This design comes from an exercise in tuning for small area, a short achievable clock period and few clock cycles per item on the open sky130 flow, not from production work. Function was checked by simulation only, so behaviour that the tests miss may differ from the original. No activity file was given, so power comes from the tool's default toggle rates.

$ cat flow/config.mk
export PLATFORM = sky130hd
export DESIGN_NAME = gsm7_alpha
export DESIGN_NICKNAME = gsm7_alpha
export VERILOG_FILES = /design/flow/design.v
export SDC_FILE = /design/flow/constraint.sdc
export NUM_CORES = 4
export LEC_CHECK = 0
export ABC_AREA = 1
export CAP_MARGIN = 20
export CORE_MARGIN = 2
export CORE_UTILIZATION = 40
export SLEW_MARGIN = 20
$ cat flow/constraint.sdc
create_clock -name core_clock -period 8.0 [get_ports {clk}]
set_input_delay 1.6000 -clock core_clock [delete_from_list [all_inputs] [get_ports {clk}]]
set_output_delay 1.6000 -clock core_clock [all_outputs]
set_load 0.01 [all_outputs]
$ cat flow/design.v
module gsm7_alpha (
    input  wire        clk,
    input  wire        rst,           
    input  wire        cmd_valid,
    output wire        cmd_ready,
    input  wire [2:0]  cmd_op,
    input  wire [15:0] cmd_len,
    input  wire        in_valid,
    output wire        in_ready,
    input  wire [31:0] in_data,
    output reg         out_valid,
    input  wire        out_ready,
    output wire [20:0] out_data,
    output reg         res_valid,
    input  wire        res_ready,
    output wire [7:0]  res_err,
    output wire [15:0] res_count
);
    reg         idle;         
    reg         inr;          
    reg         is_dec, is_val;
    reg  [1:0]  pol;          
    reg         imm_op, imm_len;    
    reg  [10:0] rem;          
    reg         esc, half, flt, alla;
    reg         r_v, s_v;
    reg  [11:0] r_e, s_e;
    reg  [13:0] od;
    reg  [4:0]  err;          
    reg  [11:0] cnt;
    assign cmd_ready = idle;
    assign in_ready  = inr;
    assign out_data  = {7'd0, od};
    assign res_err   = {3'd0, err};
    assign res_count = {4'd0, cnt};
    wire acc = in_valid && inr;
    wire in_scalar = (in_data[31:21] == 11'd0) && !(in_data[20] && in_data[19:16] != 4'd0) &&
                     !(in_data[20:16] == 5'd0 && in_data[15:11] == 5'b11011);
    wire in_lo  = (in_data[31:8] == 24'd0);
    wire in_eur = (in_data == 32'h000020AC);
    wire in_gk  = (in_data[31:7] == 25'd7) || in_eur;
    wire in_bad = is_dec ? !in_lo : !in_scalar;
    wire in_xd  = in_lo && (in_data[7:0] == 8'h0A || in_data[7:0] == 8'h14 || in_data[7:0] == 8'h28 ||
                            in_data[7:0] == 8'h29 || in_data[7:0] == 8'h2F || in_data[7:0] == 8'h3C ||
                            in_data[7:0] == 8'h3D || in_data[7:0] == 8'h3E || in_data[7:0] == 8'h40 ||
                            in_data[7:0] == 8'h65);
    wire in_xe  = in_eur || (in_lo && (in_data[7:0] == 8'h0C || in_data[7:0] == 8'h5B || in_data[7:0] == 8'h5C ||
                                       in_data[7:0] == 8'h5D || in_data[7:0] == 8'h5E || in_data[7:0] == 8'h7B ||
                                       in_data[7:0] == 8'h7C || in_data[7:0] == 8'h7D || in_data[7:0] == 8'h7E));
    wire in_x   = is_dec ? in_xd : in_xe;
    wire [11:0] in_e = {in_x, in_bad, in_lo, in_gk, in_data[7] && !in_eur, in_data[6:0]};
    wire        r_x   = r_e[11];
    wire        r_bad = r_e[10];
    wire [7:0]  b     = r_e[7:0];
    wire [12:0] t_i = {is_dec, esc, half, r_e[9:0]};
    wire [15:0] t_y;
    wire t_000_;
    wire t_001_;
    wire t_002_;
    wire t_003_;
    wire t_004_;
    wire t_005_;
    wire t_006_;
    wire t_007_;
    wire t_008_;
    wire t_009_;
    wire t_010_;
    wire t_011_;
    wire t_012_;
    wire t_013_;
    wire t_014_;
    wire t_015_;
    wire t_016_;
    wire t_017_;
    wire t_018_;
    wire t_019_;
    wire t_020_;
    wire t_021_;
    wire t_022_;
    wire t_023_;
    wire t_024_;
    wire t_025_;
    wire t_026_;
    wire t_027_;
    wire t_028_;
    wire t_029_;
    wire t_030_;
    wire t_031_;
    wire t_032_;
    wire t_033_;
    wire t_034_;
    wire t_035_;
    wire t_036_;
    wire t_037_;
    wire t_038_;
    wire t_039_;
    wire t_040_;
    wire t_041_;
    wire t_042_;
    wire t_043_;
    wire t_044_;
    wire t_045_;
    wire t_046_;
    wire t_047_;
    wire t_048_;
    wire t_049_;
    wire t_050_;
    wire t_051_;
    wire t_052_;
    wire t_053_;
    wire t_054_;
    wire t_055_;
    wire t_056_;
    wire t_057_;
    wire t_058_;
    wire t_059_;
    wire t_060_;
    wire t_061_;
    wire t_062_;
    wire t_063_;
    wire t_064_;
    wire t_065_;
    wire t_066_;
    wire t_067_;
    wire t_068_;
    wire t_069_;
    wire t_070_;
    wire t_071_;
    wire t_072_;
    wire t_073_;
    wire t_074_;
    wire t_075_;
    wire t_076_;
    wire t_077_;
    wire t_078_;
    wire t_079_;
    wire t_080_;
    wire t_081_;
    wire t_082_;
    wire t_083_;
    wire t_084_;
    wire t_085_;
    wire t_086_;
    wire t_087_;
    wire t_088_;
    wire t_089_;
    wire t_090_;
    wire t_091_;
    wire t_092_;
    wire t_093_;
    wire t_094_;
    wire t_095_;
    wire t_096_;
    wire t_097_;
    wire t_098_;
    wire t_099_;
    wire t_100_;
    wire t_101_;
    wire t_102_;
    wire t_103_;
    wire t_104_;
    wire t_105_;
    wire t_106_;
    wire t_107_;
    wire t_108_;
    wire t_109_;
    wire t_110_;
    wire t_111_;
    wire t_112_;
    wire t_113_;
    wire t_114_;
    wire t_115_;
    wire t_116_;
    wire t_117_;
    wire t_118_;
    wire t_119_;
    wire t_120_;
    wire t_121_;
    wire t_122_;
    wire t_123_;
    wire t_124_;
    wire t_125_;
    wire t_126_;
    wire t_127_;
    wire t_128_;
    wire t_129_;
    wire t_130_;
    wire t_131_;
    wire t_132_;
    wire t_133_;
    wire t_134_;
    wire t_135_;
    wire t_136_;
    wire t_137_;
    wire t_138_;
    wire t_139_;
    wire t_140_;
    wire t_141_;
    wire t_142_;
    wire t_143_;
    wire t_144_;
    wire t_145_;
    wire t_146_;
    wire t_147_;
    wire t_148_;
    wire t_149_;
    wire t_150_;
    wire t_151_;
    wire t_152_;
    wire t_153_;
    wire t_154_;
    wire t_155_;
    wire t_156_;
    wire t_157_;
    wire t_158_;
    wire t_159_;
    wire t_160_;
    wire t_161_;
    wire t_162_;
    wire t_163_;
    wire t_164_;
    wire t_165_;
    wire t_166_;
    wire t_167_;
    wire t_168_;
    wire t_169_;
    wire t_170_;
    wire t_171_;
    wire t_172_;
    wire t_173_;
    wire t_174_;
    wire t_175_;
    wire t_176_;
    wire t_177_;
    wire t_178_;
    wire t_179_;
    wire t_180_;
    wire t_181_;
    wire t_182_;
    wire t_183_;
    wire t_184_;
    wire t_185_;
    wire t_186_;
    wire t_187_;
    wire t_188_;
    wire t_189_;
    wire t_190_;
    wire t_191_;
    wire t_192_;
    wire t_193_;
    wire t_194_;
    wire t_195_;
    wire t_196_;
    wire t_197_;
    wire t_198_;
    wire t_199_;
    wire t_200_;
    wire t_201_;
    wire t_202_;
    wire t_203_;
    wire t_204_;
    wire t_205_;
    wire t_206_;
    wire t_207_;
    wire t_208_;
    wire t_209_;
    wire t_210_;
    wire t_211_;
    wire t_212_;
    wire t_213_;
    wire t_214_;
    wire t_215_;
    wire t_216_;
    wire t_217_;
    wire t_218_;
    wire t_219_;
    wire t_220_;
    wire t_221_;
    wire t_222_;
    wire t_223_;
    wire t_224_;
    wire t_225_;
    wire t_226_;
    wire t_227_;
    wire t_228_;
    wire t_229_;
    wire t_230_;
    wire t_231_;
    wire t_232_;
    wire t_233_;
    wire t_234_;
    wire t_235_;
    wire t_236_;
    wire t_237_;
    wire t_238_;
    wire t_239_;
    wire t_240_;
    wire t_241_;
    wire t_242_;
    wire t_243_;
    wire t_244_;
    wire t_245_;
    wire t_246_;
    wire t_247_;
    wire t_248_;
    wire t_249_;
    wire t_250_;
    wire t_251_;
    wire t_252_;
    wire t_253_;
    wire t_254_;
    wire t_255_;
    wire t_256_;
    wire t_257_;
    wire t_258_;
    wire t_259_;
    wire t_260_;
    wire t_261_;
    wire t_262_;
    wire t_263_;
    wire t_264_;
    wire t_265_;
    wire t_266_;
    wire t_267_;
    wire t_268_;
    wire t_269_;
    wire t_270_;
    wire t_271_;
    wire t_272_;
    wire t_273_;
    wire t_274_;
    wire t_275_;
    wire t_276_;
    wire t_277_;
    wire t_278_;
    wire t_279_;
    wire t_280_;
    wire t_281_;
    wire t_282_;
    wire t_283_;
    wire t_284_;
    wire t_285_;
    wire t_286_;
    wire t_287_;
    wire t_288_;
    wire t_289_;
    wire t_290_;
    wire t_291_;
    wire t_292_;
    wire t_293_;
    wire t_294_;
    wire t_295_;
    wire t_296_;
    wire t_297_;
    wire t_298_;
    wire t_299_;
    wire t_300_;
    wire t_301_;
    wire t_302_;
    wire t_303_;
    wire t_304_;
    wire t_305_;
    wire t_306_;
    wire t_307_;
    wire t_308_;
    wire t_309_;
    wire t_310_;
    wire t_311_;
    wire t_312_;
    wire t_313_;
    wire t_314_;
    wire t_315_;
    wire t_316_;
    wire t_317_;
    wire t_318_;
    wire t_319_;
    wire t_320_;
    wire t_321_;
    wire t_322_;
    wire t_323_;
    wire t_324_;
    wire t_325_;
    wire t_326_;
    wire t_327_;
    wire t_328_;
    wire t_329_;
    wire t_330_;
    wire t_331_;
    wire t_332_;
    wire t_333_;
    wire t_334_;
    wire t_335_;
    wire t_336_;
    wire t_337_;
    wire t_338_;
    wire t_339_;
    wire t_340_;
    wire t_341_;
    wire t_342_;
    wire t_343_;
    wire t_344_;
    wire t_345_;
    wire t_346_;
    wire t_347_;
    wire t_348_;
    wire t_349_;
    wire t_350_;
    assign t_155_ = t_i[8] | ~(t_i[9]);
    assign t_165_ = t_i[5] & ~(t_155_);
    assign t_176_ = ~t_i[7];
    assign t_187_ = ~t_i[1];
    assign t_197_ = t_i[3] & t_i[0];
    assign t_207_ = t_197_ & ~(t_187_);
    assign t_218_ = ~t_i[4];
    assign t_229_ = t_i[3] & t_i[2];
    assign t_239_ = t_229_ & ~(t_218_);
    assign t_250_ = ~((t_207_ & t_i[4]) | t_239_);
    assign t_261_ = t_i[1] & ~(t_i[0]);
    assign t_271_ = t_i[4] & ~(t_i[3]);
    assign t_282_ = t_i[2] & t_i[0];
    assign t_290_ = ~t_282_;
    assign t_291_ = t_i[3] & ~(t_i[1]);
    assign t_292_ = ~((t_291_ & t_290_) | (t_271_ & t_261_));
    assign t_293_ = ~(t_i[4] & t_i[2]);
    assign t_294_ = t_293_ | t_176_;
    assign t_295_ = t_i[3] | t_i[0];
    assign t_296_ = t_i[4] | t_i[1];
    assign t_297_ = ~(t_296_ | t_295_);
    assign t_298_ = t_i[4] & t_i[0];
    assign t_299_ = ~t_298_;
    assign t_300_ = ~(t_i[3] | t_i[2]);
    assign t_301_ = t_300_ & ~(t_i[1]);
    assign t_302_ = t_301_ & ~(t_299_);
    assign t_303_ = ~(t_302_ | t_297_);
    assign t_304_ = ~((t_294_ | t_292_) & t_303_);
    assign t_305_ = ~((t_250_ & t_176_) | t_304_);
    assign t_306_ = ~t_i[6];
    assign t_307_ = ~t_300_;
    assign t_308_ = ~((t_207_ & t_i[4]) | t_297_);
    assign t_309_ = ~(t_308_ | t_307_);
    assign t_310_ = t_309_ | t_306_;
    assign t_311_ = t_i[7] & t_i[6];
    assign t_312_ = t_311_ | ~(t_310_);
    assign t_313_ = t_312_ & ~(t_305_);
    assign t_314_ = t_i[7] & ~(t_i[6]);
    assign t_315_ = ~(t_314_ & t_i[2]);
    assign t_316_ = ~(t_315_ | t_308_);
    assign t_317_ = ~((t_316_ | t_313_) & t_165_);
    assign t_318_ = ~(t_314_ & t_i[0]);
    assign t_319_ = t_165_ & ~(t_318_);
    assign t_320_ = t_319_ | ~(t_317_);
    assign t_321_ = ~(t_i[2] | t_i[1]);
    assign t_322_ = t_i[2] & t_i[1];
    assign t_323_ = ~(t_322_ | t_321_);
    assign t_324_ = ~t_i[3];
    assign t_325_ = t_218_ ? t_324_ : t_229_;
    assign t_326_ = t_325_ & ~(t_323_);
    assign t_327_ = t_i[9] | ~(t_i[8]);
    assign t_328_ = t_327_ | t_i[6];
    assign t_329_ = t_i[7] & ~(t_328_);
    assign t_330_ = t_i[6] | t_i[5];
    assign t_331_ = t_330_ | t_218_;
    assign t_332_ = t_331_ | ~(t_329_);
    assign t_333_ = ~(t_i[0] | t_i[1]);
    assign t_334_ = ~t_333_;
    assign t_335_ = t_i[0] & ~(t_i[2]);
    assign t_336_ = t_i[2] & ~(t_i[0]);
    assign t_337_ = ~(t_336_ | t_335_);
    assign t_338_ = ~((t_337_ | t_187_) & (t_334_ | t_229_));
    assign t_339_ = t_i[5] & ~(t_i[0]);
    assign t_340_ = ~(t_291_ & t_176_);
    assign t_341_ = t_339_ & ~(t_340_);
    assign t_342_ = ~(t_i[5] | t_i[1]);
    assign t_343_ = ~t_342_;
    assign t_344_ = t_i[7] & ~(t_i[3]);
    assign t_345_ = ~((t_344_ & t_343_) | t_341_);
    assign t_346_ = t_i[2] & ~(t_261_);
    assign t_347_ = t_i[5] & ~(t_i[4]);
    assign t_348_ = t_293_ | t_i[5];
    assign t_349_ = t_i[0] & ~(t_296_);
    assign t_350_ = t_349_ | ~(t_348_);
    assign t_000_ = ~((t_347_ & t_346_) | t_350_);
    assign t_001_ = t_000_ | t_328_;
    assign t_002_ = ~((t_001_ | t_345_) & (t_338_ | t_332_));
    assign t_003_ = ~t_341_;
    assign t_004_ = t_310_ | t_155_;
    assign t_005_ = ~((t_003_ & t_305_) | t_004_);
    assign t_006_ = t_005_ | t_002_;
    assign t_007_ = ~((t_326_ & t_320_) | t_006_);
    assign t_008_ = ~(t_347_ & t_329_);
    assign t_009_ = ~t_321_;
    assign t_010_ = ~t_i[0];
    assign t_011_ = t_i[2] | ~(t_i[1]);
    assign t_012_ = t_011_ | t_i[4];
    assign t_013_ = t_010_ & ~(t_012_);
    assign t_014_ = ~((t_009_ & t_i[3]) | t_013_);
    assign t_015_ = ~t_014_;
    assign t_016_ = ~((t_008_ & t_007_) | t_015_);
    assign t_017_ = t_176_ & ~(t_155_);
    assign t_018_ = t_197_ & ~(t_i[2]);
    assign t_019_ = t_333_ | t_322_;
    assign t_020_ = ~((t_019_ | t_018_) & t_218_);
    assign t_021_ = ~t_i[2];
    assign t_022_ = ~(t_i[4] | t_i[3]);
    assign t_023_ = t_022_ & ~(t_021_);
    assign t_024_ = t_023_ | t_239_;
    assign t_025_ = t_024_ | t_302_;
    assign t_026_ = t_020_ & ~(t_025_);
    assign t_027_ = t_i[2] & ~(t_i[4]);
    assign t_028_ = ~(t_027_ | t_207_);
    assign t_029_ = t_026_ & ~(t_028_);
    assign t_030_ = ~t_i[5];
    assign t_031_ = ~(t_013_ | t_302_);
    assign t_032_ = ~((t_297_ | t_030_) & t_031_);
    assign t_033_ = t_032_ | t_309_;
    assign t_034_ = ~(t_033_ | t_029_);
    assign t_035_ = ~t_034_;
    assign t_036_ = t_i[3] & ~(t_i[4]);
    assign t_037_ = t_i[4] & t_i[3];
    assign t_038_ = t_037_ & ~(t_306_);
    assign t_039_ = ~((t_i[2] | t_i[0]) & t_038_);
    assign t_040_ = t_017_ & ~(t_039_);
    assign t_041_ = t_i[0] & ~(t_323_);
    assign t_042_ = t_040_ & ~(t_041_);
    assign t_043_ = ~t_042_;
    assign t_044_ = t_i[6] & ~(t_i[5]);
    assign t_045_ = ~((t_044_ & t_043_) | (t_036_ & t_035_));
    assign t_046_ = t_017_ & ~(t_045_);
    assign t_047_ = ~((t_346_ | t_342_) & (t_324_ | t_010_));
    assign t_048_ = t_037_ & ~(t_047_);
    assign t_049_ = t_296_ | t_i[5];
    assign t_050_ = t_018_ & ~(t_049_);
    assign t_051_ = t_050_ | t_023_;
    assign t_052_ = t_297_ & ~(t_030_);
    assign t_053_ = t_207_ & ~(t_348_);
    assign t_054_ = t_053_ | t_052_;
    assign t_055_ = t_054_ | t_051_;
    assign t_056_ = t_055_ | t_048_;
    assign t_057_ = t_311_ & ~(t_155_);
    assign t_058_ = t_057_ & t_056_;
    assign t_059_ = t_i[0] & ~(t_i[3]);
    assign t_060_ = ~((t_059_ & t_218_) | t_176_);
    assign t_061_ = t_060_ & ~(t_292_);
    assign t_062_ = t_i[6] & ~(t_061_);
    assign t_063_ = ~(t_060_ & t_306_);
    assign t_064_ = ~(t_063_ & t_165_);
    assign t_065_ = ~(t_i[5] | t_i[3]);
    assign t_066_ = ~(t_065_ & t_010_);
    assign t_067_ = ~(t_197_ & t_i[5]);
    assign t_068_ = ~((t_067_ & t_066_) | t_i[2]);
    assign t_069_ = ~((t_068_ | t_332_) & (t_064_ | t_062_));
    assign t_070_ = t_069_ | t_058_;
    assign t_071_ = t_317_ & ~(t_070_);
    assign t_072_ = t_071_ & ~(t_046_);
    assign t_073_ = t_072_ & ~(t_016_);
    assign t_y[14] = ~t_073_;
    assign t_074_ = t_i[5] & t_i[2];
    assign t_075_ = t_i[4] & ~(t_i[6]);
    assign t_076_ = t_i[0] & t_i[1];
    assign t_077_ = ~((t_075_ | t_074_) & t_076_);
    assign t_078_ = t_077_ | ~(t_058_);
    assign t_079_ = t_187_ & ~(t_037_);
    assign t_080_ = ~(t_079_ & t_i[2]);
    assign t_081_ = ~t_022_;
    assign t_082_ = ~((t_081_ | t_021_) & (t_323_ | t_299_));
    assign t_083_ = t_082_ | ~(t_080_);
    assign t_084_ = t_083_ & ~(t_330_);
    assign t_085_ = t_i[3] & ~(t_i[0]);
    assign t_086_ = t_085_ & t_017_;
    assign t_087_ = t_042_ | t_002_;
    assign t_088_ = ~((t_086_ & t_084_) | t_087_);
    assign t_y[15] = ~(t_088_ & t_078_);
    assign t_089_ = t_i[11] | ~(t_i[12]);
    assign t_090_ = t_089_ | t_207_;
    assign t_091_ = t_090_ | t_331_;
    assign t_y[8] = t_026_ & ~(t_091_);
    assign t_092_ = ~t_i[11];
    assign t_093_ = t_310_ | ~(t_250_);
    assign t_094_ = ~((t_034_ | t_i[6]) & t_093_);
    assign t_095_ = t_i[5] & t_i[3];
    assign t_096_ = ~t_095_;
    assign t_097_ = ~((t_066_ | t_218_) & t_096_);
    assign t_098_ = ~(t_i[7] | t_i[6]);
    assign t_099_ = ~t_098_;
    assign t_100_ = t_097_ & ~(t_099_);
    assign t_101_ = t_187_ & ~(t_027_);
    assign t_102_ = t_i[4] & ~(t_i[2]);
    assign t_103_ = t_101_ & ~(t_102_);
    assign t_104_ = t_i[4] | ~(t_i[6]);
    assign t_105_ = t_176_ & ~(t_104_);
    assign t_106_ = ~(t_066_ | t_009_);
    assign t_107_ = ~((t_106_ & t_105_) | (t_103_ & t_100_));
    assign t_108_ = ~t_322_;
    assign t_109_ = t_336_ & ~(t_037_);
    assign t_110_ = t_109_ | t_108_;
    assign t_111_ = t_110_ | t_082_;
    assign t_112_ = t_100_ & ~(t_111_);
    assign t_113_ = ~t_013_;
    assign t_114_ = ~t_105_;
    assign t_115_ = ~t_074_;
    assign t_116_ = ~(t_059_ & t_187_);
    assign t_117_ = t_116_ | t_115_;
    assign t_118_ = t_i[7] | ~(t_i[3]);
    assign t_119_ = t_118_ | t_330_;
    assign t_120_ = ~((t_119_ | t_113_) & (t_117_ | t_114_));
    assign t_121_ = ~(t_120_ | t_112_);
    assign t_122_ = ~((t_121_ & t_107_) | t_092_);
    assign t_123_ = t_i[12] & ~(t_122_);
    assign t_124_ = ~t_123_;
    assign t_125_ = ~t_i[12];
    assign t_126_ = t_093_ | t_125_;
    assign t_y[7] = ~((t_126_ & t_124_) | (t_094_ & t_092_));
    assign t_127_ = t_i[10] | ~(t_y[15]);
    assign t_128_ = ~((t_127_ | t_y[14]) & t_125_);
    assign t_129_ = ~(t_107_ & t_i[11]);
    assign t_130_ = ~(t_129_ | t_112_);
    assign t_131_ = ~(t_053_ | t_310_);
    assign t_132_ = ~((t_026_ | t_330_) & t_092_);
    assign t_133_ = ~((t_132_ | t_131_) & t_i[12]);
    assign t_y[6] = ~((t_133_ | t_130_) & (t_128_ | t_007_));
    assign t_134_ = t_073_ & ~(t_y[15]);
    assign t_135_ = t_i[8] & ~(t_339_);
    assign t_136_ = ~(t_095_ | t_065_);
    assign t_137_ = t_136_ & t_135_;
    assign t_138_ = t_339_ | t_323_;
    assign t_139_ = t_339_ & t_323_;
    assign t_140_ = t_138_ & ~(t_139_);
    assign t_141_ = t_140_ & t_040_;
    assign t_142_ = ~(t_141_ | t_137_);
    assign t_143_ = ~t_142_;
    assign t_144_ = t_i[5] & ~(t_i[6]);
    assign t_145_ = ~((t_144_ & t_035_) | t_143_);
    assign t_146_ = ~((t_145_ | t_i[7]) & t_317_);
    assign t_147_ = ~(t_146_ | t_134_);
    assign t_148_ = t_187_ & ~(t_336_);
    assign t_149_ = t_122_ & ~(t_148_);
    assign t_150_ = ~((t_085_ & t_i[1]) | t_335_);
    assign t_151_ = t_150_ | t_022_;
    assign t_152_ = ~t_037_;
    assign t_153_ = ~t_101_;
    assign t_154_ = ~((t_148_ | t_152_) & (t_153_ | t_295_));
    assign t_156_ = t_151_ & ~(t_154_);
    assign t_157_ = t_029_ | ~(t_156_);
    assign t_158_ = ~((t_157_ & t_306_) | t_131_);
    assign t_159_ = t_i[11] | t_i[5];
    assign t_160_ = ~((t_159_ | t_158_) & t_i[12]);
    assign t_y[5] = ~((t_160_ | t_149_) & (t_147_ | t_128_));
    assign t_161_ = ~((t_333_ & t_324_) | t_i[6]);
    assign t_162_ = ~((t_161_ & t_150_) | t_207_);
    assign t_163_ = ~((t_162_ | t_144_) & t_i[4]);
    assign t_164_ = t_321_ & ~(t_306_);
    assign t_166_ = t_164_ & t_052_;
    assign t_167_ = t_092_ & ~(t_166_);
    assign t_168_ = ~(t_330_ | t_282_);
    assign t_169_ = t_218_ & ~(t_300_);
    assign t_170_ = ~(t_169_ & t_168_);
    assign t_171_ = ~((t_170_ | t_162_) & t_167_);
    assign t_172_ = t_171_ | ~(t_163_);
    assign t_173_ = t_130_ | ~(t_172_);
    assign t_174_ = ~(t_134_ | t_128_);
    assign t_175_ = ~((t_218_ | t_i[8]) & t_108_);
    assign t_177_ = t_067_ & ~(t_176_);
    assign t_178_ = t_177_ & t_175_;
    assign t_179_ = t_i[6] & ~(t_293_);
    assign t_180_ = t_179_ | t_335_;
    assign t_181_ = ~((t_180_ | t_319_) & (t_178_ | t_058_));
    assign t_182_ = ~t_329_;
    assign t_183_ = t_030_ & ~(t_338_);
    assign t_184_ = ~(t_261_ & t_i[4]);
    assign t_185_ = t_144_ | ~(t_104_);
    assign t_186_ = ~(t_185_ | t_164_);
    assign t_188_ = t_186_ & t_184_;
    assign t_189_ = ~(t_095_ | t_085_);
    assign t_190_ = t_188_ & ~(t_189_);
    assign t_191_ = t_218_ & ~(t_295_);
    assign t_192_ = ~((t_191_ & t_311_) | (t_176_ & t_i[4]));
    assign t_193_ = ~((t_192_ | t_190_) & (t_183_ | t_182_));
    assign t_194_ = t_181_ & ~(t_193_);
    assign t_y[4] = ~((t_194_ & t_174_) | (t_173_ & t_i[12]));
    assign t_195_ = ~((t_188_ & t_012_) | t_324_);
    assign t_196_ = t_166_ | t_084_;
    assign t_198_ = ~((t_196_ | t_195_) & t_092_);
    assign t_199_ = ~(t_i[5] & t_i[8]);
    assign t_200_ = ~(t_178_ | t_058_);
    assign t_201_ = ~((t_179_ | t_118_) & t_200_);
    assign t_202_ = ~(t_301_ | t_207_);
    assign t_203_ = ~((t_202_ & t_143_) | (t_201_ & t_199_));
    assign t_y[3] = ~((t_203_ & t_174_) | (t_198_ & t_123_));
    assign t_204_ = t_207_ & ~(t_i[5]);
    assign t_205_ = ~((t_042_ | t_i[7]) & t_204_);
    assign t_206_ = t_271_ | t_261_;
    assign t_208_ = t_206_ | t_349_;
    assign t_209_ = t_114_ & ~(t_208_);
    assign t_210_ = ~(t_098_ | t_342_);
    assign t_211_ = ~((t_099_ | t_343_) & t_295_);
    assign t_212_ = ~((t_211_ | t_210_) & (t_209_ | t_314_));
    assign t_213_ = ~t_314_;
    assign t_214_ = t_179_ & ~(t_187_);
    assign t_215_ = t_214_ | t_i[8];
    assign t_216_ = ~((t_215_ & t_095_) | t_166_);
    assign t_217_ = t_296_ | t_i[0];
    assign t_219_ = ~((t_217_ | t_213_) & t_216_);
    assign t_220_ = ~((t_212_ & t_i[2]) | t_219_);
    assign t_221_ = ~(t_220_ & t_205_);
    assign t_222_ = t_181_ & ~(t_221_);
    assign t_223_ = t_095_ & t_311_;
    assign t_224_ = t_222_ & ~(t_223_);
    assign t_225_ = ~t_144_;
    assign t_226_ = t_i[1] ? t_036_ : t_037_;
    assign t_227_ = t_225_ & ~(t_226_);
    assign t_228_ = t_227_ & t_093_;
    assign t_230_ = ~(t_056_ | t_039_);
    assign t_231_ = t_i[2] & ~(t_230_);
    assign t_232_ = t_231_ | t_228_;
    assign t_233_ = t_342_ & ~(t_293_);
    assign t_234_ = t_233_ | t_109_;
    assign t_235_ = t_077_ & ~(t_234_);
    assign t_236_ = ~((t_049_ | t_197_) & t_235_);
    assign t_237_ = ~((t_236_ & t_228_) | t_089_);
    assign t_238_ = ~((t_237_ & t_232_) | (t_122_ & t_345_));
    assign t_y[2] = ~((t_238_ & t_128_) | (t_224_ & t_174_));
    assign t_240_ = ~(t_197_ & t_i[4]);
    assign t_241_ = ~((t_240_ & t_168_) | (t_225_ & t_239_));
    assign t_242_ = ~((t_241_ & t_167_) | t_068_);
    assign t_243_ = t_i[1] & ~(t_i[3]);
    assign t_244_ = t_243_ & ~(t_102_);
    assign t_245_ = t_028_ & ~(t_244_);
    assign t_246_ = ~((t_245_ | t_330_) & (t_056_ | t_039_));
    assign t_247_ = t_129_ & ~(t_246_);
    assign t_248_ = ~((t_242_ | t_i[1]) & t_247_);
    assign t_249_ = ~((t_035_ | t_i[6]) & t_187_);
    assign t_251_ = t_039_ & ~(t_i[7]);
    assign t_252_ = ~((t_047_ & t_329_) | t_319_);
    assign t_253_ = t_065_ | t_010_;
    assign t_254_ = ~((t_096_ & t_i[2]) | t_253_);
    assign t_255_ = ~t_036_;
    assign t_256_ = t_197_ | ~(t_296_);
    assign t_257_ = t_i[5] & ~(t_i[2]);
    assign t_258_ = ~t_257_;
    assign t_259_ = ~((t_258_ & t_i[3]) | (t_256_ & t_255_));
    assign t_260_ = ~((t_233_ | t_i[7]) & t_i[6]);
    assign t_262_ = ~((t_260_ | t_259_) & (t_254_ | t_252_));
    assign t_263_ = ~((t_251_ & t_249_) | t_262_);
    assign t_y[1] = ~((t_263_ & t_174_) | (t_248_ & t_i[12]));
    assign t_264_ = t_311_ | t_i[0];
    assign t_265_ = t_009_ & t_165_;
    assign t_266_ = ~((t_265_ & t_264_) | (t_041_ & t_i[3]));
    assign t_267_ = ~((t_182_ & t_i[4]) | t_266_);
    assign t_268_ = ~((t_307_ | t_299_) & t_216_);
    assign t_269_ = t_268_ | t_267_;
    assign t_270_ = ~((t_342_ & t_i[4]) | t_176_);
    assign t_272_ = t_i[0] & ~(t_270_);
    assign t_273_ = ~((t_115_ & t_i[0]) | t_322_);
    assign t_274_ = t_142_ ? t_272_ : t_273_;
    assign t_275_ = t_274_ | t_269_;
    assign t_276_ = ~((t_222_ & t_058_) | t_275_);
    assign t_277_ = t_339_ | t_125_;
    assign t_278_ = t_277_ | t_257_;
    assign t_279_ = ~((t_228_ | t_010_) & t_131_);
    assign t_280_ = ~((t_233_ | t_048_) & (t_324_ | t_021_));
    assign t_281_ = ~((t_300_ | t_i[5]) & t_i[0]);
    assign t_283_ = t_271_ | t_i[5];
    assign t_284_ = t_059_ | ~(t_322_);
    assign t_285_ = t_306_ & ~(t_349_);
    assign t_286_ = ~((t_284_ | t_283_) & t_285_);
    assign t_287_ = t_281_ & ~(t_286_);
    assign t_288_ = ~((t_287_ & t_280_) | t_i[11]);
    assign t_289_ = ~((t_288_ & t_279_) | (t_278_ & t_124_));
    assign t_y[0] = ~((t_276_ & t_174_) | t_289_);
    assign t_y[13] = t_122_ & ~(t_126_);
    assign t_y[12:9] = { 3'h0, t_y[8] };
    wire [1:0]  cls   = t_y[15:14];      
    wire [13:0] t_d   = t_y[13:0];
    wire        alpha = cls[1] ^ cls[0];
    wire        is_enc = !is_dec && !is_val;
    wire can_out = !out_valid || out_ready;
    wire pe      = r_v && !res_valid;
    wire go      = pe && can_out;
    wire f13  = r_bad;
    wire f14  = is_dec && !esc && b[7];
    wire fna  = is_enc && !alpha && (pol[0] == pol[1]);      
    wire flt_now = go && !flt && (f13 || f14 || fna);
    wire [4:0] f_code = {f13 || f14, 1'b0, f14 && !f13, f13 || (fna && pol[0]), f13 || (fna && !pol[0])};
    wire emit = !flt && (is_dec ? (esc || (b != 8'h1B && !b[7])) : (!is_val && (alpha || pol != 2'd2)));
    wire keep = !flt && !r_bad && (is_dec ? (esc && !r_x) : (!is_val && r_x && !half));
    wire cons = go && !keep;
    wire drained = (rem == 11'd0) && !r_v && !s_v;
    wire tail    = !idle && is_dec && esc && !flt && drained;
    wire tail_go = tail && can_out;
    wire fin     = !idle && drained && !tail && !res_valid && can_out;
    wire r_v_n = cons ? (s_v || acc) : (r_v || acc);
    wire s_v_n = cons ? (s_v && acc) : (s_v || (r_v && acc));
    wire rem1  = (rem == 11'd1);
    wire c_op  = (cmd_op[2:1] == 2'b11);
    wire c_len = (cmd_len > 16'd1024);
    always @(posedge clk) begin
        if (!r_v || cons)
            r_e <= s_v ? s_e : in_e;
        if (!s_v || cons)
            s_e <= in_e;
        if (go || tail_go)
            od <= tail ? 14'h00A0 : t_d;
        if (idle) begin
            is_dec  <= (cmd_op == 3'd5);
            is_val  <= (cmd_op == 3'd4);
            pol     <= cmd_op[1:0];
            imm_op  <= c_op;
            imm_len <= c_len;
            rem     <= (c_op || c_len) ? 11'd0 : cmd_len[10:0];
            esc     <= 1'b0;
            half    <= 1'b0;
            flt     <= 1'b0;
            alla    <= (cmd_len != 16'd0) && !c_len;
        end else begin
            if (acc) rem <= rem - 11'd1;
            if (go && !flt) begin
                if (is_dec) esc <= !esc && (b == 8'h1B);
                half <= r_x && !half;
                alla <= alla && alpha;
            end
            if (flt_now) flt <= 1'b1;
            if (tail_go) esc <= 1'b0;
        end
        if (rst) begin
            idle      <= 1'b1;
            inr       <= 1'b0;
            r_v       <= 1'b0;
            s_v       <= 1'b0;
            out_valid <= 1'b0;
            res_valid <= 1'b0;
            err       <= 5'd0;
            cnt       <= 12'd0;
        end else begin
            r_v <= r_v_n;
            s_v <= s_v_n;
            out_valid <= (go && emit) || tail_go || (out_valid && !out_ready);
            res_valid <= fin || (res_valid && !res_ready);
            if (idle)
                idle <= !cmd_valid;
            else if (fin)
                idle <= 1'b1;
            if (idle)
                inr <= cmd_valid && !c_op && !c_len && (cmd_len != 16'd0);
            else
                inr <= (rem != 11'd0) && !(rem1 && acc) && !(r_v_n && s_v_n);
            if (res_valid && res_ready)
                err <= 5'd0;
            else if (fin && (imm_op || imm_len))
                err <= {3'b100, imm_len && !imm_op, 1'b0};
            else if (flt_now)
                err <= f_code;
            if (res_valid && res_ready)
                cnt <= 12'd0;
            else if (fin && (flt || is_val))
                cnt <= {11'd0, is_val && alla && !flt};
            else if (out_valid && out_ready)
                cnt <= cnt + 12'd1;
        end
    end
endmodule
$ cat flow/run.sh
#!/bin/bash
# synth_recipe.tcl (not shown) runs the flow's synth.tcl, then flattens the netlist and writes it again
# the make line also repeats each setting of config.mk as NAME=value (left out here)
make -C /OpenROAD-flow-scripts/flow DESIGN_CONFIG=/design/flow/config.mk WORK_HOME=/design/flow/orfs CLKGATE_MAP_FILE= SYNTH_SCRIPT=/design/flow/synth_recipe.tcl finish
==> results of run 1 <==
power by group through the flow:
stage	Sequential, uW	Combinational (uW)	Clock [uW]
detailed placement	474	215	0
floorplan	465	151	0
finish	467	221	410
CTS	466	216	420
global route	469	243	438
global placement	475	220	0
stage by stage:
stage	util (%)	instances	hold WS (ns)
finish	49.13	1084	0.4598
global route	49.13	1084	0.4958
detailed placement	47.00	1068	0.4550
CTS	49.13	1084	0.4639
floorplan	-	837	0.4820
global placement	47.00	1068	0.4510
routing by layer:
metal	GRT usage, %	part of all wire, %	up-vias
met5	0	0	-
met4	12.42	4.5	0
met3	5.135	8.6	66
met2	35.36	45	325
met1	27.68	42	2590
li1	-	-	2894
sequential cells by signal, indices dropped and copies added, names as in the netlist, 2 cells and up:
name,count
od,10
r_e,12
pol,2
rem,11
cnt,12
s_e,12
err,4
cells by family after synthesis:
group	share of synthesized area, %
adders and majority gates	3.191
AOI/OAI and AO/OA	16.02
xor gates and xnor gates	1.043
buffers and inverters	12.28
other	0.06377
and+or+nand+nor	32.34
DFF	35.06
cell usage after synthesis, types with 4 or more instances:
library cell  number  area share [%]
nand2_1          158              10
inv_1             99             6.3
nor2_1            86             5.5
o21ai_0           60             5.1
edfxtp_1          52              27
nand3_1           52             4.4
a21oi_1           50             4.3
dfxtp_1           25             8.5
nor3_1            23             2.0
buf_4             21             2.7
nand4_1           20             2.1
ha_1              15             3.2
inv_2             13            0.83
nand2_2           13             1.4
buf_2             12             1.0
nor4_1            11             1.2
a31oi_1            8            0.85
clkbuf_1           6            0.38
buf_6              5            0.96
nor2_2             5            0.53
o21ai_1            5            0.43
o31ai_1            5            0.64
or2_2              5            0.53
xor2_1             5            0.74
nand3_2            4            0.68
o21a_1             4            0.51
o32ai_1            4            0.60
critical path, stage by stage, from the launching register on:
cell	delay [ns]
edfxtp_1	0.85
inv_1	0.37
ha_1	0.45
o21ai_0	0.35
nand3_1	0.16
a21oi_2	0.18
nor2_2	0.07
and2_1	0.16
ha_1	0.27
inv_1	0.09
nand3_1	0.11
a21oi_1	0.23
nand2_1	0.08
a22o_1	0.20
a21oi_1	0.11
final timing paths:
check,cells after the start,startpoint,end
max,14,r_e[2],err[1]
min,2,err[0],err[0]
max reg2reg,14,r_e[2],err[1]
min reg2reg,2,err[0],err[0]
final cells by class:
cell class	instances	area, sq um
clock buffer	12	282.8
clock inverter	4	25.02
fill	1459	7337
inverter	113	425.4
multi-input combinational	603	3161
sequential	77	2062
tap	184	230.2
timing repair buffer	91	900.9
==> reports/qor.yml, run 1 <==
path_max_fanout: 20
rows: 44
die_x_microns: 125.3
wl_per_cell_microns: 15.93
finalHoldViolCount: 0
dpl.hpwl_microns: 13300
tightest_slew_ns: 0.7735
antenna_found_initial: 0
grt_pass1_wl_microns: 28120
peakVddDrop_mv: 0.09193
synth_edf_count: 52
p_seq_share_pct: 42.5
p_clk_share_pct: 37.4
core_area_sq_um: 14420
slew_headroom_pct: 47.89
cts_buffer_depth: 2
cts_tree: "yes"
ys_ff_latch: 77
cts_setup_buffers: 0
p_total_uw: 1098
reg2reg_slack_ns: 4.26
cp.arrival_ns: 4.01
post-route-drc-count: 0
drtPass1Iterations: 6
worst_setup_path_end_kind: "flop"
setup_ws_ns: 4.258
final_common_cell: "nand2_1"
io_pins: 106
run_status: "no timing/DRC/antenna violations"
fin_crit_ns: 3.742
initial_core_util_pct: 40.77
power.switching_uw: 318.2
post-place-ws_ns: 4.310
cts_buffers: 9
finalWirelength_microns: 17270
path_clk_slew_ns: 0.06
fp.dieH_microns: 125.3
yosysWarnings: 1
synth-async-reset-ratio_pct: 0
synthCells: 820
ys_types: 59
via_per_inst: 5.420
vias: 5875
clock_sinks: 77
avgSynthCellArea_sq_um: 7.172
io_buffers: 87
gr-total-overflow: 0
cts_resized: 0
drive_above_1_share_pct: 9.000
hold_class: "flop to flop"
netSwitchingFraction_pct: 28.99
dpl_cell_area_sq_um: 6779
worst_setup_path_start_kind: "flop"
skew_ns: 0.01219
worst-setup-path-type: "flop to flop"
holdBufCountCts: 0
period_share_pct: 46.77
p_per_area_nw_per_um2: 154.9
nNetsFinal: 967
final_cell_mix: "nand2_1 (158), inv_1 (99), clkdlybuf4s50_1 (87), nor2_1 (86), o21ai_0 (60)"
ant_nets: 0
drt_iter0_drc: 572
grt_pass1_vias: 5694
slew_violations: 0
p_leak_uw: 0.002972
rsz0062_at_grt: "no"
cp.required_ns: 8.27
final_cell_area_sq_um: 7087
setup_viol: 0
tns_ns: 0
fmax_mhz: 267.2
die_area_sq_um: 15690
place.gp.congestion: 1.047
drv_cap: 0
synthFlopType: "edfxtp_1"
synth_area_sq_um: 5881
diodes: 0
syn_to_final_growth_pct: 20.51
grt_max_degree: 35
p_int_uw: 779.5
grt_usage_pct: 22.16
htreeDepth: 3
yosysSeqAreaShare_pct: 35.06
worstSkewPairLatency_ns: 0.34
p_comb_share_pct: 20.1
cts-root-buf: "clkbuf_16"
Testbench counts, summed over its fixed seeds: cycles 38,358, items 35,725.
==> run 2: changes to the inputs <==
--- a/flow/config.mk
+++ b/flow/config.mk
@@ -11,2 +11,3 @@
 export CORE_UTILIZATION = 40
+export SETUP_SLACK_MARGIN = 5
 export SLEW_MARGIN = 20
==> run 2 against run 1 <==
Compared with the run above:
- combinational power is 29% higher
- sequential power is 2% lower
- critical endpoint unchanged
- largest cell class unchanged
- still clean
- worst hold slack better by 0.0021 ns
- count of clock-buffer cells in the layout stayed put
- fmax is 26% higher
- global-route usage is 1.2 points higher
==> reports/qor.yml, run 2 <==
synth_area_sq_um: 5881  # unchanged
grt_max_degree: 23  # -34%
synth-async-reset-ratio_pct: 0  # unchanged
path_max_fanout: 6  # -70%
finalWirelength_microns: 19170  # +11%
cp.arrival_ns: 3.24  # -0.77 ns
hold_end: "err[0]"
via_per_inst: 5.569  # +2.7%
fp.dieH_microns: 125.3  # unchanged
worst_setup_path_end_kind: "flop"
wl_per_cell_microns: 16.84  # +5.7%
drv_cap: 0  # unchanged
hold_class: "flop to flop"
setup_viol: 0  # unchanged
place.gp.congestion: 1.047  # unchanged
cts_buffer_depth: 2  # unchanged
fmax_mhz: 336.3  # +26%
cts_tree: "yes"
reg_top3: "cnt (12), r_e (12), s_e (12)"
dpl.hpwl_microns: 13300  # unchanged
slew_violations: 0  # unchanged
path_clk_slew_ns: 0.06  # about the same
initial_core_util_pct: 40.77  # unchanged
synthFlopType: "edfxtp_1"
synthCells: 820  # unchanged
cp.required_ns: 8.27  # about the same
peakVddDrop_mv: 0.09096  # -1.1%
tightest_slew_ns: 0.6042  # -0.1692 ns
fin_crit_ns: 2.974  # -0.7683 ns
skew_ns: 0.01028  # -0.001904 ns
syn_to_final_growth_pct: 37.00
hold_depth: 2  # unchanged
vias: 6337  # +7.9%
tns_ns: 0  # unchanged
rsz0062_at_grt: "yes"
cts_buffers: 9  # unchanged
period_share_pct: 37.17  # -9.6 points
cts-root-buf: "clkbuf_16"
r2r_end: "err[1]"
ant_nets: 0  # unchanged
htreeDepth: 3  # unchanged
clock_sinks: 77  # unchanged
run_status: "no timing/DRC/antenna violations"
drtPass1Iterations: 7  # +1
grt_pass1_vias: 6015  # +5.6%
antenna_found_initial: 0  # unchanged
worst_setup_path_start_kind: "flop"
p_leak_uw: 0.003541  # +19%
dpl_cell_area_sq_um: 6779  # unchanged
avgSynthCellArea_sq_um: 7.172  # unchanged
io_buffers: 87  # unchanged
die_area_sq_um: 15690  # unchanged
reg2reg_depth: 18  # +4
fillers: 1379  # -5.5%
hp-start: "err[0]"
io_pins: 106  # unchanged
final_cell_mix: "nand2_1 (145), inv_1 (87), nor2_1 (73), clkdlybuf4s50_1 (59), o21ai_0 (53)"
final_common_cell: "nand2_1"
synth_top_area_share_pct: 26.55  # unchanged
yosysTopAreaCell: "edfxtp_1"
synth.most_common_cell: "nand2_1"
core_area_sq_um: 14420  # unchanged
drive_above_1_share_pct: 22.01  # +13 points
worst-setup-path-type: "flop to flop"
nNetsFinal: 1021  # +5.6%
grt_pass1_wl_microns: 29640  # +5.4%
reg2reg_slack_ns: 5.03  # +0.77 ns
gr-total-overflow: 0  # unchanged
synth_edf_count: 52  # unchanged
diodes: 0  # unchanged
yosys-top-cells-area: "edfxtp_1 (27%), nand2_1 (10%), dfxtp_1 (8.5%)"
worstReg2RegStart: "r_e[0]"
yosysWarnings: 1  # unchanged
ys_ff_latch: 77  # unchanged
drt_iter0_drc: 749  # +31%
ys_types: 59  # unchanged
p_per_area_nw_per_um2: 143.3  # -7.5%
hold_slack_ns: 0.4619  # +0.002120 ns
slew_headroom_pct: 59.66  # +12 points
rows: 44  # unchanged
die_x_microns: 125.3  # unchanged
grt_usage_pct: 23.34  # +1.2 points
yosys-top-cells-count: "nand2_1 (158), inv_1 (99), nor2_1 (86)"
worstSkewPairLatency_ns: 0.34  # about the same
final_cell_area_sq_um: 8056  # +14%
post-route-drc-count: 0  # unchanged
finalHoldViolCount: 0  # unchanged
yosysSeqAreaShare_pct: 35.06  # unchanged
-- run 2: cell counts after synthesis --
Identical to the previous run, type by type.
-- run 2: cell families (layout without fill, tap and decap cells) --
logic type / after synthesis / count (layout) / share of synthesized area [%]
AO/OA/AOI/OAI: 162 / 162 / 16.02
XOR/XNOR: 7 / 7 / 1.043
adder cells (fa/ha/maj): 15 / 15 / 3.191
buffers and inverters: 157 / 274 / 12.28
flip-flops: 77 / 77 / 35.06
other: 1 / 18 / 0.06377
AND/OR/NAND/NOR: 401 / 401 / 32.34
-- run 2: metrics by stage --
step	util (%)	power [uW]	setup WS, ns	std cells
after global placement	47.00	694.2	4.359	1068
after floorplan	-	615.3	5.074	837
after detailed placement	47.00	689.4	4.310	1068
after CTS	51.72	1121	4.965	1110
after global routing	55.86	1206	4.895	1138
final	55.86	1154	5.026	1138
-- run 2: worst max path at each step --
stage	endpoint	cells after the start	slack (ns)	from
floorplan	rem[4]	6	5.07	cmd_len[13]
global placement	rem[4]	9	4.36	cmd_len[1]
detailed placement	inr	9	4.31	out_ready
CTS	err[1]	10	4.96	out_ready
global route	err[1]	18	4.90	r_e[6]
finish	err[1]	18	5.03	r_e[0]
-- run 2: area by class of cell --
class	instances	area, sq um	share of cell area [%]
Multi-Input combinational cell	603	3552	44.09
Sequential cell	77	2063	25.61
Timing Repair Buffer	145	1458	18.09
Inverter	113	445.4	5.529
Clock buffer	12	282.8	3.510
Tap cell	184	230.2	2.858
Clock inverter	4	25.02	0.3106
-- run 2: power breakdown --
group          switching, uW  internal [uW]  total, uW
clock network            159            251        410
registers               12.5            446        458
logic                    172            114        286
total                    344            811       1150
-- run 2: what timing repair did --
item | CTS | global route
cloned | 1 | 2
pin swaps | 20 | 43
hold buffers | 0 | 0
resized for setup | 56 | 104
setup buffers | 25 | 26
setup endpoints to repair | 64 | 43
-- run 2: worst max-delay path, cell delays in order (launching register included) --
cell and delay, ns:
edfxtp_1 0.49, buf_12 0.18, ha_2 0.17, inv_2 0.03, nand3_1 0.06, nand2_1 0.08, nand2_2 0.08, nand4_1 0.22
a21oi_1 0.30, nand3_2 0.11, nand2_2 0.09, and2_4 0.15, ha_4 0.19, inv_2 0.07, nand3_2 0.10, a21oi_2 0.20
nand2_1 0.07, a22o_1 0.20, a21oi_1 0.11
-- run 2: routing by layer --
| metal | vias to the layer above | track usage, % | part of all wire, % |
|---|---|---|---|
| met5 | - | 0 | 0 |
| met1 | 2821 | 28.58 | 39 |
| met3 | 105 | 5.819 | 9.6 |
| li1 | 3009 | - | - |
| met4 | 0 | 13.99 | 5.5 |
| met2 | 402 | 37.18 | 46 |
==> run 3: changes to the inputs <==
--- a/flow/config.mk
+++ b/flow/config.mk
@@ -11,2 +11,4 @@
 export CORE_UTILIZATION = 40
+export CTS_BUF_LIST = sky130_fd_sc_hd__clkbuf_8
+export CTS_CLUSTER_SIZE = 40
 export SETUP_SLACK_MARGIN = 5
==> run 3 against run 2 <==
Compared with the run above:
- fmax about the same
- setup slack worse by 0.0011 ns
- synthesized cell count unchanged
- clock power down 23%
- critical path type unchanged
- largest cell class unchanged
==> reports/qor.yml, run 3 <==
fp.dieH_microns: 125.3  # unchanged
cp.arrival_ns: 3.27  # +0.03 ns
drtPass1Iterations: 8  # +1
cts_buffers: 9  # unchanged
dr.max_layer_used: "met4"
synth_edf_count: 52  # unchanged
path_clk_slew_ns: 0.08  # +0.02 ns
p_clk_share_pct: 29.9  # -5.6 points
p_seq_share_pct: 43.1  # +3.4 points
synthFlopType: "edfxtp_1"
ys_ff_latch: 77  # unchanged
clock_sinks: 77  # unchanged
post-route-drc-count: 0  # unchanged
holdBufCountCts: 0  # unchanged
post-place-ws_ns: 4.310  # unchanged
yosysSeqAreaShare_pct: 35.06  # unchanged
finalWirelength_microns: 19340  # +0.90%
p_per_area_nw_per_um2: 133.7  # -6.7%
yosys-top-cells-area: "edfxtp_1 (27%), nand2_1 (10%), dfxtp_1 (8.5%)"
gr-total-overflow: 0  # unchanged
met3WireLength_microns: 2001  # +8.7%
synthCells: 820  # unchanged
yosysWarnings: 1  # unchanged
slew_headroom_pct: 59.06  # -0.60 points
worstSkewPairLatency_ns: 0.36  # +0.02 ns
peakVddDrop_mv: 0.1056  # +16%
p_comb_share_pct: 27.1  # +2.3 points
dr_wl_met2_microns: 8791  # +0.15%
rsz0062_at_grt: "yes"
ys_types: 59  # unchanged
io_buffers: 87  # unchanged
diodes: 0  # unchanged
drt_iter0_drc: 660  # -12%
setup_viol: 0  # unchanged
fin_crit_ns: 2.975  # +0.001070 ns
grt_pass1_vias: 6011  # -0.067%
p_int_uw: 734.0  # -9.4%
io_pins: 106  # unchanged
synth_top_area_share_pct: 26.55  # unchanged
tightest_slew_ns: 0.6133  # +0.009038 ns
slew_violations: 0  # unchanged
vias: 6441  # +1.6%
place.gp.congestion: 1.047  # unchanged
met1Wirelength_microns: 7407  # -1.3%
worst_setup_path_start_kind: "flop"
final_common_cell: "nand2_1"
yosys-top-cells-count: "nand2_1 (158), inv_1 (99), nor2_1 (86)"
dpl_cell_area_sq_um: 6779  # unchanged
skew_ns: 0.01569  # +0.005405 ns
grt_usage_pct: 23.30  # -0.038 points
setup_ws_ns: 5.025  # -0.001070 ns
fillers: 1387  # +0.58%
reg_top3: "cnt (12), r_e (12), s_e (12)"
rows: 44  # unchanged
avgSynthCellArea_sq_um: 7.172  # unchanged
p_leak_uw: 0.003480  # -1.7%
via_per_inst: 5.660  # +1.6%
htreeDepth: 3  # unchanged
cp.required_ns: 8.29  # +0.02 ns
drv_cap: 0  # unchanged
cts_tree: "yes"
netSwitchingFraction_pct: 30.92  # +1.1 points
synth.most_common_cell: "nand2_1"
core_area_sq_um: 14420  # unchanged
synth_area_sq_um: 5881  # unchanged
syn_to_final_growth_pct: 35.13
run_status: "no timing/DRC/antenna violations"
nNetsFinal: 1021  # unchanged
cts_buffer_depth: 2  # unchanged
cts-root-buf: "clkbuf_8"
drive_above_1_share_pct: 22.12  # +0.10 points
final_cell_area_sq_um: 7946  # -1.4%
ant_nets: 0  # unchanged
path_max_fanout: 6  # unchanged
antenna_found_initial: 0  # unchanged
wl_per_cell_microns: 16.99  # +0.90%
tns_ns: 0  # unchanged
p_total_uw: 1063  # -8.0%
grt_pass1_wl_microns: 29610  # -0.12%
dpl.hpwl_microns: 13300  # unchanged
die_x_microns: 125.3  # unchanged
worst-setup-path-type: "flop to flop"
period_share_pct: 37.18  # about the same
die_area_sq_um: 15690  # unchanged
hold_slack_ns: 0.4646  # +0.002714 ns
initial_core_util_pct: 40.77  # unchanged
yosysTopAreaCell: "edfxtp_1"
worst_setup_path_end_kind: "flop"
fmax_mhz: 336.2  # about the same
finalHoldViolCount: 0  # unchanged
hold_class: "flop to flop"
power.switching_uw: 328.6  # -4.4%
grt_max_degree: 23  # unchanged
synth-async-reset-ratio_pct: 0  # unchanged
final_cell_mix: "nand2_1 (146), inv_1 (88), nor2_1 (74), clkdlybuf4s50_1 (65), o21ai_0 (53)"
[run 3: cell counts after synthesis]
No cell type changed its count.
[run 3: path summary, 6_finish.rpt]
check	from	end	slack, ns	cells after the start
max	r_e[0]	err[1]	5.03	18
min	err[0]	err[0]	0.46	2
max reg2reg	r_e[0]	err[1]	5.03	18
min reg2reg	err[0]	err[0]	0.46	2
[run 3: layout make-up]
cell class | instances | area, sq um | area share [%]
multi-input combinational | 603 | 3527 | 44.39
tap | 184 | 230.2 | 2.897
timing repair buffer | 145 | 1461 | 18.39
clock inverter | 7 | 88.84 | 1.118
clock buffer | 9 | 123.9 | 1.559
inverter | 113 | 445.4 | 5.605
sequential | 77 | 2069 | 26.04
[run 3: critical path, stage by stage, from the launching register on]
cell and delay (ns):
edfxtp_1 0.49, buf_12 0.18, ha_2 0.17, inv_2 0.03
nand3_1 0.06, nand2_1 0.08, nand2_2 0.08, nand4_1 0.21
a21oi_1 0.30, nand3_2 0.12, nand2_2 0.09, and2_4 0.15
ha_4 0.19, inv_2 0.07, nand3_2 0.10, a21oi_2 0.21
nand2_1 0.07, a22o_1 0.20, a21oi_1 0.11
[run 3: power groups by stage]
stage / Combinational, uW / Sequential, uW / Clock [uW]
2_1_floorplan: 151 / 465 / 0
3_3_place_gp: 220 / 475 / 0
3_5_place_dp: 215 / 474 / 0
4_1_cts: 245 / 456 / 327
5_1_grt: 309 / 460 / 346
6_report: 288 / 458 / 317
[run 3: cell families (layout without fill, tap and decap cells)]
logic type | after synthesis | count (layout) | share of synthesized area (%)
and+or+nand+nor | 401 | 401 | 32.34
other | 1 | 18 | 0.06377
AOI/OAI and AO/OA | 162 | 162 | 16.02
xor gates and xnor gates | 7 | 7 | 1.043
buffers and inverters | 157 | 274 | 12.28
adders and majority gates | 15 | 15 | 3.191
DFF | 77 | 77 | 35.06
[run 3: metal layers]
layer / GRT usage, % / vias to the layer above
li1: - / 3011
met1: 28.49 / 2872
met2: 37.31 / 442
met3: 5.819 / 116
met4: 13.66 / 0
met5: 0 / -
[run 3: repair_timing]
action | in CTS | in global routing
buffers inserted | 24 | 27
gates resized for setup | 45 | 109
endpoints found under the setup margin | 37 | 43
pin swaps | 15 | 42
cloned | 1 | 2
endpoints found under the hold margin | 0 | 0
[run 3: metrics by stage]
stage	util [%]	instances
6_report	55.09	1138
5_1_grt	55.09	1138
4_1_cts	50.93	1109
3_5_place_dp	47.00	1068
3_3_place_gp	47.00	1068
2_1_floorplan	-	837
==> run 4: changes to the inputs <==
==> flow/flow/run.sh (new file) <==
#!/bin/bash
# The standard layout (standard.sh), with plain buf_1 cells as the port buffers
# instead of the default choice (repair_timing resizes them where timing needs it).
set -euo pipefail
bash standard.sh BUFFER_PORTS_ARGS="-buffer_cell sky130_fd_sc_hd__buf_1" finish > standard.log 2>&1
==> flow/standard.sh (new file) <==
#!/bin/bash
# synth_recipe.tcl (not shown) runs the flow's synth.tcl, then flattens the netlist and writes it again
# the make line also repeats each setting of config.mk as NAME=value (left out here)
make -C /OpenROAD-flow-scripts/flow DESIGN_CONFIG=/design/flow/config.mk WORK_HOME=/design/flow/orfs CLKGATE_MAP_FILE= SYNTH_SCRIPT=/design/flow/synth_recipe.tcl "${@:-finish}"
--- a/flow/config.mk
+++ b/flow/config.mk
@@ -11,4 +11,2 @@
 export CORE_UTILIZATION = 40
-export CTS_BUF_LIST = sky130_fd_sc_hd__clkbuf_8
-export CTS_CLUSTER_SIZE = 40
 export SETUP_SLACK_MARGIN = 5
removed: flow/run.sh
==> run 4 against run 3 <==
Compared with the run above:
- largest cell class unchanged
- register-to-register slack worse by 0.05 ns
- flip-flop and latch count unchanged
- count of clock-buffer cells in the layout unchanged
- combinational power down 7.3%
- still clean on timing, DRC and antenna
- critical endpoint is now od[4]
- fmax down 1.5%
- final area down 7.3%
==> reports/qor.yml, run 4 <==
worst_setup_path_end_kind: "flop"
core_area_sq_um: 14420  # unchanged
post-route-drc-count: 0  # unchanged
p_per_area_nw_per_um2: 152.8  # +14%
grt_pass1_wl_microns: 28390  # -4.1%
rows: 44  # unchanged
final_common_cell: "nand2_1"
synth_edf_count: 52  # unchanged
slew_violations: 0  # unchanged
hold_class: "flop to flop"
ant_nets: 0  # unchanged
ys_types: 59  # unchanged
cts-root-buf: "clkbuf_16"
p_leak_uw: 0.003079  # -12%
setup_viol: 0  # unchanged
yosys-top-cells-area: "edfxtp_1 (27%), nand2_1 (10%), dfxtp_1 (8.5%)"
finalWirelength_microns: 18850  # -2.5%
hold_slack_ns: 0.4720  # +0.007369 ns
fillers: 1392  # +0.36%
diodes: 0  # unchanged
period_share_pct: 37.76  # +0.57 points
synth-async-reset-ratio_pct: 0  # unchanged
gr-total-overflow: 0  # unchanged
fp.dieH_microns: 125.3  # unchanged
worst-setup-path-type: "flop to flop"
die_x_microns: 125.3  # unchanged
synth.most_common_cell: "nand2_1"
nNetsFinal: 1023  # +0.20%
worstSkewPairLatency_ns: 0.35  # about the same
io_buffers: 87  # unchanged
yosysSeqAreaShare_pct: 35.06  # unchanged
peakVddDrop_mv: 0.1079  # +2.2%
via_per_inst: 5.668  # +0.13%
die_area_sq_um: 15690  # unchanged
drt_iter0_drc: 923  # +40%
cts_buffer_depth: 2  # unchanged
drv_cap: 0  # unchanged
yosysTopAreaCell: "edfxtp_1"
worst_setup_path_start_kind: "flop"
vias: 6461  # +0.31%
initial_core_util_pct: 40.77  # unchanged
run_status: "no timing/DRC/antenna violations"
tns_ns: 0  # unchanged
path_clk_slew_ns: 0.06  # -0.02 ns
synth_top_area_share_pct: 26.55  # unchanged
cp.arrival_ns: 3.12  # -0.15 ns
place.gp.congestion: 1.035  # -1.1%
skew_ns: 0.01033  # -0.005361 ns
htreeDepth: 3  # unchanged
synthCells: 820  # unchanged
drtPass1Iterations: 9  # +1
yosysWarnings: 1  # unchanged
dpl.hpwl_microns: 12760  # -4.0%
reg_top3: "cnt (12), r_e (12), s_e (12)"
avgSynthCellArea_sq_um: 7.172  # unchanged
fin_crit_ns: 3.021  # +0.04585 ns
cts_tree: "yes"
post-place-ws_ns: 4.356  # +0.04587 ns
syn_to_final_growth_pct: 25.30
grt_pass1_vias: 5873  # -2.3%
synth_area_sq_um: 5881  # unchanged
yosys-top-cells-count: "nand2_1 (158), inv_1 (99), nor2_1 (86)"
finalHoldViolCount: 0  # unchanged
final_cell_mix: "nand2_1 (144), inv_1 (92), buf_1 (87), nor2_1 (76), o21ai_0 (57)"
synthFlopType: "edfxtp_1"
setup_ws_ns: 4.979  # -0.04585 ns
fmax_mhz: 331.1  # -1.5%
wl_per_cell_microns: 16.53  # -2.7%
antenna_found_initial: 0  # unchanged
cts_buffers: 9  # unchanged
path_max_fanout: 8  # +2
grt_max_degree: 34  # +48%
holdBufCountCts: 0  # unchanged
rsz0062_at_grt: "no"
cp.required_ns: 8.10  # -0.19 ns
slew_headroom_pct: 30.27  # -29 points
drive_above_1_share_pct: 20.29  # -1.8 points
clock_sinks: 77  # unchanged
ys_ff_latch: 77  # unchanged
grt_usage_pct: 22.33  # -0.97 points
tightest_slew_ns: 1.036  # +0.4232 ns
io_pins: 106  # unchanged
## run 4: cell counts after synthesis
Identical to the previous run, type by type.
## run 4: where the power goes
group	switching [uW]	internal, uW	total, uW
Combinational	173	94.0	267
Sequential	13.3	446	459
Clock	161	240	400
## run 4: path summary, 6_finish.rpt
path           from  cells after the start  endpoint  slack [ns]
max          r_e[2]                     11     od[4]        4.98
min          err[0]                      2    err[0]        0.47
max reg2reg  r_e[2]                     11     od[4]        4.98
min reg2reg  err[0]                      2    err[0]        0.47
## run 4: worst max-delay path, cell delays in order, from the launching register on
cell and delay (ns):
edfxtp_1 0.46, clkinvlp_4 0.29, ha_4 0.27, nand2_1 0.07
inv_1 0.05, nor4_1 0.88, o21ai_0 0.21, nand2_1 0.11
and3_1 0.18, nand4_1 0.12, nand2_1 0.09, inv_1 0.04
## run 4: what timing repair did
item	in CTS	in global routing
pin swaps	1	25
cloned	0	1
resized for setup	6	100
endpoints found under the setup margin	13	17
buffers inserted	23	34
## run 4: per-layer routing
metal	GRT usage, %	vias to the layer above	part of all wire [%]
met4	11.44	0	6.2
li1	-	3013	-
met5	0	-	0
met3	6.205	137	11
met2	34.65	465	43
met1	28.51	2846	39
## run 4: area by class of cell
type	count	area, sq um	area share, %
multi-input cells	603	3508	47.61
flip-flops and latches	77	2062	27.98
repair buffers	147	820.8	11.14
inverters	113	456.7	6.198
well taps	184	230.2	3.124
clock buffers	9	225.2	3.057
clock inverters	7	65.06	0.8830
## run 4: cells by family (layout without fill, tap and decap cells)
kind of cell	Yosys count	after routing	share of synthesized area, %
AO/OA/AOI/OAI	162	162	16.02
flip-flops	77	77	35.06
AND/OR/NAND/NOR	401	401	32.34
adder cells (fa/ha/maj)	15	15	3.191
buffers and inverters	157	276	12.28
XOR/XNOR	7	7	1.043
other	1	18	0.06377
## run 4: per-stage QoR
step	instances	total power, uW	util, %	area, sq um
3_3_place_gp	1066	669.6	43.12	6220
2_1_floorplan	837	615.3	-	5944
6_report	1140	1126	51.08	7368
3_5_place_dp	1066	665.8	43.12	6220
4_1_cts	1105	1082	46.47	6703
5_1_grt	1140	1176	51.08	7368
==> run 5: changes to the inputs <==
==> flow/flow/run.sh (replaced) <==
#!/bin/bash
# The standard layout (standard.sh), with plain buf_1 cells as the port buffers
# (repair_timing resizes them where timing needs it) and a tighter timing-repair target.
set -euo pipefail
bash standard.sh BUFFER_PORTS_ARGS="-buffer_cell sky130_fd_sc_hd__buf_1" SETUP_SLACK_MARGIN=5.5 finish > standard.log 2>&1
==> run 5 against run 4 <==
Compared with the run above:
- still clean on timing, DRC and antenna
- power up 3.8%
- worst hold slack worse by 0.0085 ns
- cell count up 4.6%
- sequential power about the same
- die area unchanged
- non-clock buffer count up 53
- fmax up 5.8%
- clock power down 3%
- critical endpoint is now err[1]
- highest routed layer unchanged
==> reports/qor.yml, run 5 <==
run_status: "no timing/DRC/antenna violations"
ys_types: 59  # unchanged
fin_crit_ns: 2.854  # -0.1665 ns
gr-total-overflow: 0  # unchanged
syn_to_final_growth_pct: 43.79
rows: 44  # unchanged
p_leak_uw: 0.003599  # +17%
worst_setup_path_start_kind: "flop"
fmax_mhz: 350.4  # +5.8%
yosys-top-cells-count: "nand2_1 (158), inv_1 (99), nor2_1 (86)"
reg2reg_slack_ns: 5.15  # +0.17 ns
fillers: 1312  # -5.7%
drv_cap: 0  # unchanged
path_max_fanout: 7  # -1
synth_edf_count: 52  # unchanged
synth_top_area_share_pct: 26.55  # unchanged
vias: 6653  # +3.0%
cts-root-buf: "clkbuf_16"
grt_pass1_vias: 6264  # +6.7%
via_per_inst: 5.577  # -1.6%
worstReg2RegStart: "r_e[1]"
final_cell_mix: "nand2_1 (130), inv_1 (84), buf_4 (81), nor2_1 (64), buf_1 (63)"
tns_ns: 0  # unchanged
final_common_cell: "nand2_1"
fp.dieH_microns: 125.3  # unchanged
clock_sinks: 77  # unchanged
nNetsFinal: 1076  # +5.2%
skew_ns: 0.01022  # -0.0001122 ns
reg_top3: "cnt (12), r_e (12), s_e (12)"
r2r_end: "err[1]"
finalHoldViolCount: 0  # unchanged
drive_above_1_share_pct: 35.58  # +15 points
wl_per_cell_microns: 17.22  # +4.1%
peakVddDrop_mv: 0.09320  # -14%
io_buffers: 87  # unchanged
yosysSeqAreaShare_pct: 35.06  # unchanged
diodes: 0  # unchanged
place.gp.congestion: 0.9970  # -3.7%
synth_area_sq_um: 5881  # unchanged
drt_iter0_drc: 774  # -16%
reg2reg_depth: 20  # +9
slew_violations: 0  # unchanged
holdBufCountCts: 0  # unchanged
synth-async-reset-ratio_pct: 0  # unchanged
antenna_found_initial: 0  # unchanged
hold_slack_ns: 0.4635  # -0.008452 ns
dpl_cell_area_sq_um: 6441  # +3.6%
cts_buffer_depth: 2  # unchanged
slew_headroom_pct: 52.64  # +22 points
cts_buffers: 9  # unchanged
yosysWarnings: 1  # unchanged
p_per_area_nw_per_um2: 138.2  # -9.6%
worst-setup-path-type: "flop to flop"
cp.arrival_ns: 3.14  # +0.02 ns
io_pins: 106  # unchanged
grt_max_degree: 34  # unchanged
die_x_microns: 125.3  # unchanged
cts_tree: "yes"
multiInputGateArea_sq_um: 3909  # +11%
final_cell_area_sq_um: 8456  # +15%
path_clk_slew_ns: 0.07  # about the same
drtPass1Iterations: 6  # -3
hold_class: "flop to flop"
grt_pass1_wl_microns: 32000  # +13%
rsz0062_at_grt: "yes"
seqCellArea_sq_um: 2093  # +1.5%
synthFlopType: "edfxtp_1"
htreeDepth: 3  # unchanged
hp-start: "err[0]"
core_area_sq_um: 14420  # unchanged
cp.required_ns: 8.28  # +0.18 ns
tightest_slew_ns: 0.7094  # -0.3270 ns
worstSkewPairLatency_ns: 0.35  # about the same
ys_ff_latch: 77  # unchanged
setup_viol: 0  # unchanged
period_share_pct: 35.68  # -2.1 points
die_area_sq_um: 15690  # unchanged
initial_core_util_pct: 40.77  # unchanged
hold_end: "err[0]"
yosys-top-cells-area: "edfxtp_1 (27%), nand2_1 (10%), dfxtp_1 (8.5%)"
hold_depth: 2  # unchanged
finalWirelength_microns: 20540  # +9.0%
yosysTopAreaCell: "edfxtp_1"
synth.most_common_cell: "nand2_1"
synthCells: 820  # unchanged
dpl.hpwl_microns: 13260  # +3.9%
post-route-drc-count: 0  # unchanged
ant_nets: 0  # unchanged
worst_setup_path_end_kind: "flop"
grt_usage_pct: 25.37  # +3.0 points
avgSynthCellArea_sq_um: 7.172  # unchanged
post-route-util_pct: 58.62  # +7.5 points
[run 5: cell counts after synthesis]
No cell type changed its count.
[run 5: worst max-delay path, cell delays in order, from the launching register on]
cell and delay [ns]:
edfxtp_1 0.37, buf_6 0.16, buf_4 0.14, buf_4 0.14, nand2_4 0.09, nor2_2 0.06, nor2_1 0.13, nand4_2 0.18
nand2_2 0.13, inv_2 0.06, nor2_4 0.11, nand2_4 0.06, nor2_4 0.11, and2_4 0.15, ha_4 0.19, inv_4 0.07
nand3_4 0.09, a21oi_4 0.16, nand2_1 0.07, a22o_1 0.18, a21oi_1 0.13
[run 5: final cells by class]
class | instances | area share (%)
Sequential cell | 77 | 24.76
Inverter | 113 | 5.771
Tap cell | 184 | 2.723
Multi-Input combinational cell | 603 | 46.23
Clock buffer | 9 | 2.664
Timing Repair Buffer | 200 | 17.21
Clock inverter | 7 | 0.6511
[run 5: worst max path at each step]
stage,cells after the start,end,from
after floorplan,11,r_e[10],in_data[22]
after global placement,16,err[1],r_e[5]
after detailed placement,17,err[1],r_e[2]
after CTS,23,err[2],r_e[2]
after global routing,20,err[1],r_e[1]
final,20,err[1],r_e[1]
[run 5: timing repair]
item | CTS | global route
gates cloned | 3 | 0
setup buffers | 83 | 24
pin swaps | 52 | 53
setup endpoints to repair | 98 | 90
resized for setup | 144 | 96
[run 5: cells by family (layout without fill, tap and decap cells)]
logic type	after synthesis	in the layout	synth area share, %
AO/OA/AOI/OAI	162	162	16.02
AND/OR/NAND/NOR	401	401	32.34
other	1	18	0.06377
adder cells (fa/ha/maj)	15	15	3.191
buffers and inverters	157	329	12.28
XOR/XNOR	7	7	1.043
flip-flops	77	77	35.06
[run 5: report_power, final]
part	internal, uW	total, uW	switching (uW)
Sequential	444	456	11.7
Combinational	127	323	195
Clock	215	390	175
[run 5: routing by layer]
layer  up-vias  share of wire, %  track usage (%)
li1       3122                 -                -
met1      2998                39            32.79
met2       419                45            39.93
met3       114               9.6            5.563
met4         0               6.1            13.14
met5         -                 0                0
[run 5: through the flow]
stage	worst slack [ns]	power, uW	cells
floorplan	5.152	621.4	837
global placement	4.588	680.3	1067
detailed placement	4.575	676.1	1067
CTS	5.265	1138	1169
global route	5.062	1218	1193
finish	5.146	1168	1193

Check on run 5: ideal ports give 5.146 ns setup slack; a clkbuf_16 on the clock port and buf_2 on the inputs give 5.146 ns; moving port delays by the midpoint clock arrival (0.384 ns) as well gives 4.879 ns.
